Context: an optimization exercise on an open-source flow, tuned for small area, a short achievable clock period and few clock cycles. The choices shown serve that exercise and are no tape-out recipe.
The RTL was checked by simulation tests, not by an equivalence proof against the original design.
No activity file was given, so power comes from the tool's default toggle rates.

==> run G <==
Design wscf, start of the top module:
module wscf (
    input  wire        clk,
    input  wire        rst,       
    input  wire        req,
    input  wire        we,
    input  wire [8:0]  addr,
    input  wire [31:0] wdata,
    output wire        ack,
    output reg  [31:0] rdata
);
    localparam [31:0] ID_VALUE = 32'h57534346;
    localparam [3:0] E_ILLEGAL = 4'd1, E_NOCAL = 4'd2, E_NOTFINE = 4'd3,
                     E_CALLOCK = 4'd4, E_HOST = 4'd5;
    localparam [1:0] S_IDLE = 2'd0, S_RUN = 2'd1, S_ACK = 2'd2;
    localparam [3:0] M_TPDEC = 4'h0, M_T32T10 = 4'h1, M_C10F10 = 4'h2, M_LUXDEC = 4'h3,
                     M_C100F10 = 4'h4, M_PAINHG = 4'h5, M_TPSAMPLE = 4'h6, M_LUXSAMPLE = 4'h7,
                     M_COMPT = 4'h8, M_COMPH = 4'h9, M_COMPP = 4'hA, M_ENV = 4'hB;
    localparam [5:0] U_TPD = 6'd0, U_TPS1 = 6'd1, U_TPS2 = 6'd2,
                     U_C100_1 = 6'd3, U_C100_2 = 6'd4, U_C100_3 = 6'd5,
                     U_C10_1 = 6'd6, U_C10_2 = 6'd7, U_C10_3 = 6'd8,
                     U_PA1 = 6'd9, U_PA2 = 6'd10, U_LX = 6'd11,
                     U_T1 = 6'd13, U_T2 = 6'd14, U_T3 = 6'd15, U_T4 = 6'd16,
                     U_T5 = 6'd17, U_T6 = 6'd18,
                     U_H1 = 6'd19, U_H2 = 6'd20, U_H3 = 6'd21, U_H4 = 6'd22,
                     U_H5 = 6'd23, U_H6 = 6'd24, U_H7 = 6'd25, U_H8 = 6'd26,
                     U_H9 = 6'd27, U_H10 = 6'd28, U_H11 = 6'd29,
                     U_P1 = 6'd30, U_P2 = 6'd31, U_P3 = 6'd32, U_P4 = 6'd33,
                     U_P5 = 6'd34, U_P6 = 6'd35, U_P7 = 6'd36, U_P8 = 6'd37,
                     U_P9 = 6'd38, U_DIVI = 6'd39, U_DIVL = 6'd40, U_P11 = 6'd41,
  ...
clock: 12.0 ns
lec_check: 0
cap_margin: 20
core_margin: 2
core_utilization: 20
gpl_routability_driven: 1
place_density: 0.35
setup_slack_margin: 4.5
slew_margin: 20
synth_hierarchical: 1
tns_end_percent: 10
standard.sh (not shown) runs the stock make flow with config.mk's settings and CLKGATE_MAP_FILE= SYNTH_SCRIPT=/design/flow/synth_recipe.tcl, a recipe that flattens the netlist after the stock synthesis.
==> flow/flow/run.sh <==
#!/bin/bash
# The standard layout (standard synthesis, floorplan, placement, CTS, routing), with
# two changes: the port buffers are buf_4 cells (buffer_ports otherwise picks
# clkdlybuf4s50_1, a slow delay cell, for most ports), and a timing repair with a
# setup margin runs after detailed placement (flow/post_dpl.tcl).
set -euo pipefail
F=$PWD/flow
bash standard.sh synth > synth.log 2>&1
bash standard.sh "BUFFER_PORTS_ARGS=-buffer_cell sky130_fd_sc_hd__buf_4" \
    "POST_DETAIL_PLACE_TCL=$F/post_dpl.tcl" finish > layout.log 2>&1
==> flow/flow/post_dpl.tcl <==
# Runs at the end of ORFS's detailed placement (POST_DETAIL_PLACE_TCL): repair setup
# timing towards a period below the clock's, then legalize the placement again.
set_dont_use $::env(DONT_USE_CELLS)
estimate_parasitics -placement
repair_timing -setup -setup_margin 4.5 -repair_tns 20 -verbose
detailed_placement
optimize_mirroring
utl::info FLW 912 "Placement violations after post-placement repair [check_placement -verbose]."
estimate_parasitics -placement
==> run C: changes against run G <==
--- a/flow/design.v
+++ b/flow/design.v
@@ -59,19 +59,23 @@
     reg        st_cal, st_tfv, st_envv, st_tpv, st_luxv, st_pzero, st_hclo, st_hchi;
     reg        st_err, st_eovf;
     reg [3:0]  st_ecode;
     reg [31:0] einfo;
     wire [31:0] status = {8'd0, st_ecode, 2'b00, st_eovf, st_err, 8'd0,
                           st_hchi, st_hclo, st_pzero, st_luxv, st_tpv, st_envv, st_tfv, st_cal};
+    reg        pw;
+    reg [3:0]  pwa;
+    reg [31:0] pwd;
     function [31:0] xget;
         input [3:0] i;
         integer j;
         begin
             xget = 32'd0;
             for (j = 0; j < 16; j = j + 1)
                 if (i == j && xv[j]) xget = xr[j];
+            if (pw && i == pwa) xget = pwd;
         end
     endfunction
     function [31:0] calv;
         input [4:0] k;
         begin
             case (k)
@@ -138,13 +142,14 @@
     reg        cont;                    
     reg [63:0] acc, ma, mb;
     reg        mbc;
     reg [39:0] g0;
     reg [31:0] g1, g2;
     reg        sgn;
-    reg        vneg;                    
+    reg        vneg;
+    reg        p11f;                    
     reg [63:0] dq;                      
     reg [30:0] dr;                      
     reg [30:0] dd;                      
     reg        dneg, nneg;
     reg [3:0]  dcnt;
     reg        dbusy;                   
@@ -266,12 +271,13 @@
     reg s_v_82_r;
     reg s_v_84_r;
     reg s_a_87_r;
     reg s_v_90_r;
     reg s_v_91_r;
     reg s_a_92_r;
+    reg s_a_p12b_r;
     reg s_v_93_r;
     reg s_v_94_r;
     reg s_v_95_r;
     reg s_a_97_r;
     wire s_a_0 = s_a_0_r;
     wire s_v_1 = s_v_1_r;
@@ -377,13 +383,14 @@
     wire s_c_98 = uoh[U_P15];
     wire s_e_99 = uoh[U_P15];
     wire s_c_100 = idle;
     wire s_a_101 = cont;
     wire s_v_102 = cont;
     always @(*) begin
-        op_a = ({64{s_a_p2_r}} & g0l)
+        op_a = ({64{s_a_p12b_r}} & {{13{acc[63]}}, acc[63:13]})
+            | ({64{s_a_p2_r}} & g0l)
             | ({64{s_a_0}} & ((mode == M_TPDEC) ? fld_b : xbs))
             | ({64{s_a_3}} & (fld_b))
             | ({64{s_a_4}} & ({{50{g0[15]}}, g0[15:2]}))
             | ({64{s_a_5}} & (xbs))
             | ({64{s_a_7}} & (acc[31] ? (64'd0 - M5) : M5))
             | ({64{s_a_9}} & ({34'd0, acc[63:34]}))
@@ -618,12 +625,13 @@
         if (addr == 9'h110) rdata = rdata | rd_tpint;
         if (addr == 9'h114) rdata = rdata | rd_tpext;
         if (addr == 9'h118) rdata = rdata | rd_lux;
         if (addr == 9'h000) rdata = rdata | ID_VALUE;
         if (addr == 9'h008) rdata = rdata | status;
         if (addr == 9'h00C) rdata = rdata | einfo;
+        if (pw && addr == {3'b001, pwa, 2'b00}) rdata = pwd;
     end
     wire [31:0] xbw = xp;
     reg [31:0] getr_v;
     always @(*) begin
         case (wc[2:0])
             3'd0: getr_v = tfine;
@@ -642,13 +650,12 @@
     reg [3:0]  exc_code;
     reg [31:0] exc_info;
     reg        do_reset;
     reg        xw_lo, xw_hi;
     reg [3:0]  xw_a;
     reg [31:0] xw_d;
-    reg  [31:0] xw_dd;
     reg        cw;
     reg [4:0]  cw_k;
     reg [15:0] cw_d;
     integer i;
     always @(posedge clk) begin
         uohn     = uoh;
@@ -678,13 +685,13 @@
                         end else if ((wop == 8'h31 || wop == 8'h32) && !st_tfv) begin
                             exc = 1'b1; exc_code = E_NOTFINE; exc_info = wdata;
                         end
                     end else begin
                         case (wop)
                         8'h01: begin xw_lo = 1'b1; xw_hi = 1'b1; xw_d = {16'd0, wc}; end
-                        8'h02: begin xw_hi = 1'b1; xw_lo = !xv[wa]; xw_d = {wc, 16'd0}; end
+                        8'h02: begin xw_hi = 1'b1; xw_lo = !(xv[wa] || (pw && pwa == wa)); xw_d = {wc, 16'd0}; end
                         8'h03: begin xw_lo = 1'b1; xw_hi = 1'b1; xw_d = getr_v; end
                         8'h04: raw[wc[2:0]] <= xbw[7:0];
                         8'h05:
                             if (st_cal) begin
                                 exc = 1'b1; exc_code = E_CALLOCK; exc_info = wdata;
                             end else begin
@@ -713,12 +720,13 @@
                         fa   <= wa;
                         fb   <= wb;
                         fcx  <= wc[15:12];
                         xbr  <= xp;
                         cont <= 1'b0;
                         nneg <= 1'b0;
+                        p11f <= 1'b0;
                         case ({wop[4], wop[2:0]})
                             M_TPDEC, M_T32T10: un = U_TPD;
                             M_C10F10:          un = xp_c10 ? U_C10F : U_C10_1;
                             M_C100F10:         un = xp_c100 ? U_C100F1 : U_C100_1;
                             M_PAINHG:          un = xp_pa1 ? U_PAF1 : xp_pa ? U_PAF : U_PA1;
                             M_TPSAMPLE:        un = U_TPS1;
@@ -778,12 +786,13 @@
                         U_H4:  g2 <= a32[41:10];
                         U_H8:  g2 <= acc[31:0];
                         U_H11: begin st_hclo <= h_lo; st_hchi <= h_hi; end
                         U_P3, U_P5: dq <= acc;              
                         U_P8:  begin dd <= a3abs; dneg <= acc[63]; end
                         U_P14: g0 <= {acc[63], acc[63:25]};
+                        U_P12: if (p11f) dq <= acc;
                         default: ;
                     endcase
                 end
                 if (last || upc == U_P8 || upc == U_DIVI || upc == U_DIVL) begin
                     un = upc + 6'd1;
                     case (upc)
@@ -847,13 +856,13 @@
                     U_DIVL:                              
                         if (!dbusy || dcnt == 4'd0) begin
                             vneg <= nneg ^ dneg;
                             un = (nneg ^ dneg) ? U_P11 : U_P12;
                         end else
                             un = U_DIVL;
-                    U_P11: dq <= mout;                   
+                    U_P11: p11f <= 1'b1;                 
                     U_P15: begin
                         st_pzero <= 1'b0;
                         if (mode == M_COMPP) begin
                             xw_lo = 1'b1; xw_hi = 1'b1; 
                         end else begin
                             rd_pa <= r_pa; st_envv <= 1'b1;
@@ -872,16 +881,28 @@
             if (dbusy) begin
                 dr   <= dv_r;
                 dq   <= dv_q;
                 dcnt <= dcnt - 4'd1;
                 if (dcnt == 4'd0) dbusy <= 1'b0;
             end
-            xw_dd = run ? mres : xw_d;
-            if (xw_lo) xr[xw_a][15:0]  <= xw_dd[15:0];
-            if (xw_hi) xr[xw_a][31:16] <= xw_dd[31:16];
-            if (xw_lo || xw_hi) xv[xw_a] <= 1'b1;
+            if (pw) begin
+                xr[pwa] <= pwd;
+                xv[pwa] <= 1'b1;
+            end
+            pw <= 1'b0;
+            if (run) begin
+                if (xw_lo || xw_hi) begin
+                    pw  <= 1'b1;
+                    pwa <= xw_a;
+                    pwd <= mres;
+                end
+            end else begin
+                if (xw_lo) xr[xw_a][15:0]  <= xw_d[15:0];
+                if (xw_hi) xr[xw_a][31:16] <= xw_d[31:16];
+                if (xw_lo || xw_hi) xv[xw_a] <= 1'b1;
+            end
             if (cw) begin
                 case (cw_k)
                     5'd0:  cT1 <= cw_d;
                     5'd1:  cT2 <= cw_d;
                     5'd2:  cT3 <= cw_d;
                     5'd3:  cP1 <= cw_d;
@@ -911,12 +932,13 @@
             end
         end
         if (do_reset) begin
             st       <= S_IDLE;
             cont     <= 1'b0;
             dbusy    <= 1'b0;
+            pw       <= 1'b0;
             uohn      = 50'd0;
             xv       <= 16'd0;
             for (i = 0; i < 8; i = i + 1) raw[i] <= 8'd0;
             cT1 <= 16'd0; cT2 <= 16'd0; cT3 <= 16'd0; cP1 <= 16'd0; cP2 <= 16'd0;
             cP3 <= 16'd0; cP4 <= 16'd0; cP5 <= 16'd0; cP6 <= 16'd0; cP7 <= 16'd0;
             cP8 <= 16'd0; cP9 <= 16'd0; cH1 <= 8'd0; cH2 <= 16'd0; cH3 <= 8'd0;
@@ -996,13 +1018,14 @@
         s_a_81_r <= uohn[U_P6];
         s_v_82_r <= uohn[U_P6];
         s_v_84_r <= uohn[U_P7];
         s_a_87_r <= uohn[U_P8];
         s_v_90_r <= uohn[U_P9];
         s_v_91_r <= uohn[U_P11];
-        s_a_92_r <= uohn[U_P12];
+        s_a_92_r <= uohn[U_P12] && !(run && upc == U_P11);
+        s_a_p12b_r <= uohn[U_P12] && run && upc == U_P11;
         s_v_93_r <= uohn[U_P12];
         s_v_94_r <= uohn[U_P13];
         s_v_95_r <= uohn[U_P14];
         s_a_97_r <= uohn[U_P15];
     end
 endmodule
==> summary.txt <==
- Flip-flop and latch count: run C is higher than run G (40).
- Utilization: run C is higher than run G (0.43 points).
- In run C the first-iteration DRC count is smaller than in run G, by about 3%.
- In run C the clock power is larger than in run G, by about 5%.
- Of run C and run G, run C has the higher non-clock buffer count (gap 204).
- Against run G, the global-route usage of run C is lower by 1.7 points.
- Cell count: run G is lower than run C (about 5.6%).
- Against run C, the fmax of run G is lower by about 3%.
- Of run C and run G, run G has the higher sequential share of layout area (gap 1.1 points).
==> figures <==
| item | run G | run C |
|---|---|---|
| Max-Slew Margin vs Limit | 10.0% | 7.98% |
| Clock buf count | 294 | 301 |
| Result of the run | complete, no violations | complete, no violations |
| Die outline height | 814 um | 836 um |
| Mux cell area share after synthesis | 3.52% | 6.88% |
| Maximum number of pins on one net before global-route repair | 150 | 110 |
| Met1 track demand over resource in global routing | 43.4% | 40.3% |
| Post-synthesis share of cell area spent on and, or, nand and nor gates | 14.8% | 15.0% |
| Row count | 297 | 305 |
| Share of the core filled with cells | 25.3% | 25.8% |
| Power density cells | 208 nW/um^2 | 153 nW/um^2 |
| Fin nets | 16,300 | 17,300 |
| Instance area after placement | 150,000 um^2 | 155,000 um^2 |
| Number of vias after detailed routing | 152,000 | 157,000 |
| Worst slack at placement | 0.562 ns | 0.825 ns |
| Clock skew | 0.192 ns | 0.146 ns |
| Post-DP HPWL | 925,000 um | 948,000 um |
| Met3 usage in global routing | 14.9% | 13.0% |
| Layout fillers | 70,400 | 74,400 |
| Overall power | 0.0345 W | 0.0271 W |
Testbench counts of run G, summed over its fixed seeds: cycles 11,243.
Testbench counts of run C, summed over its fixed seeds: cycles 11,243.

-- static timing again, ports no longer ideal --
The flow's constraints put no driver on any port. The routed layouts listed below were extracted and timed again, unchanged, in two steps. Step 1: set_driving_cell puts a clkbuf_16 on clk and a buf_2 on each other input, an assumption about the parent block. Step 2 also shifts input and output timing later by t, the mid clock arrival at the registers, as if the neighbouring blocks saw the same clock. a / b / c = ideal ports / drivers / drivers and shift; a / b = the first two.
| run | shift t [ns] | slack for setup (ns) | worst setup path after step 2 | worst register clock-pin slew, ns |
|---|---|---|---|---|
| run G | 1.165 | 1.669 / 1.669 / 1.669 | register to register | 0.08 / 0.08 |
| run C | 1.155 | 1.986 / 1.986 / 1.986 | register to register | 0.08 / 0.08 |
After both steps setup and hold are still met in every run listed.
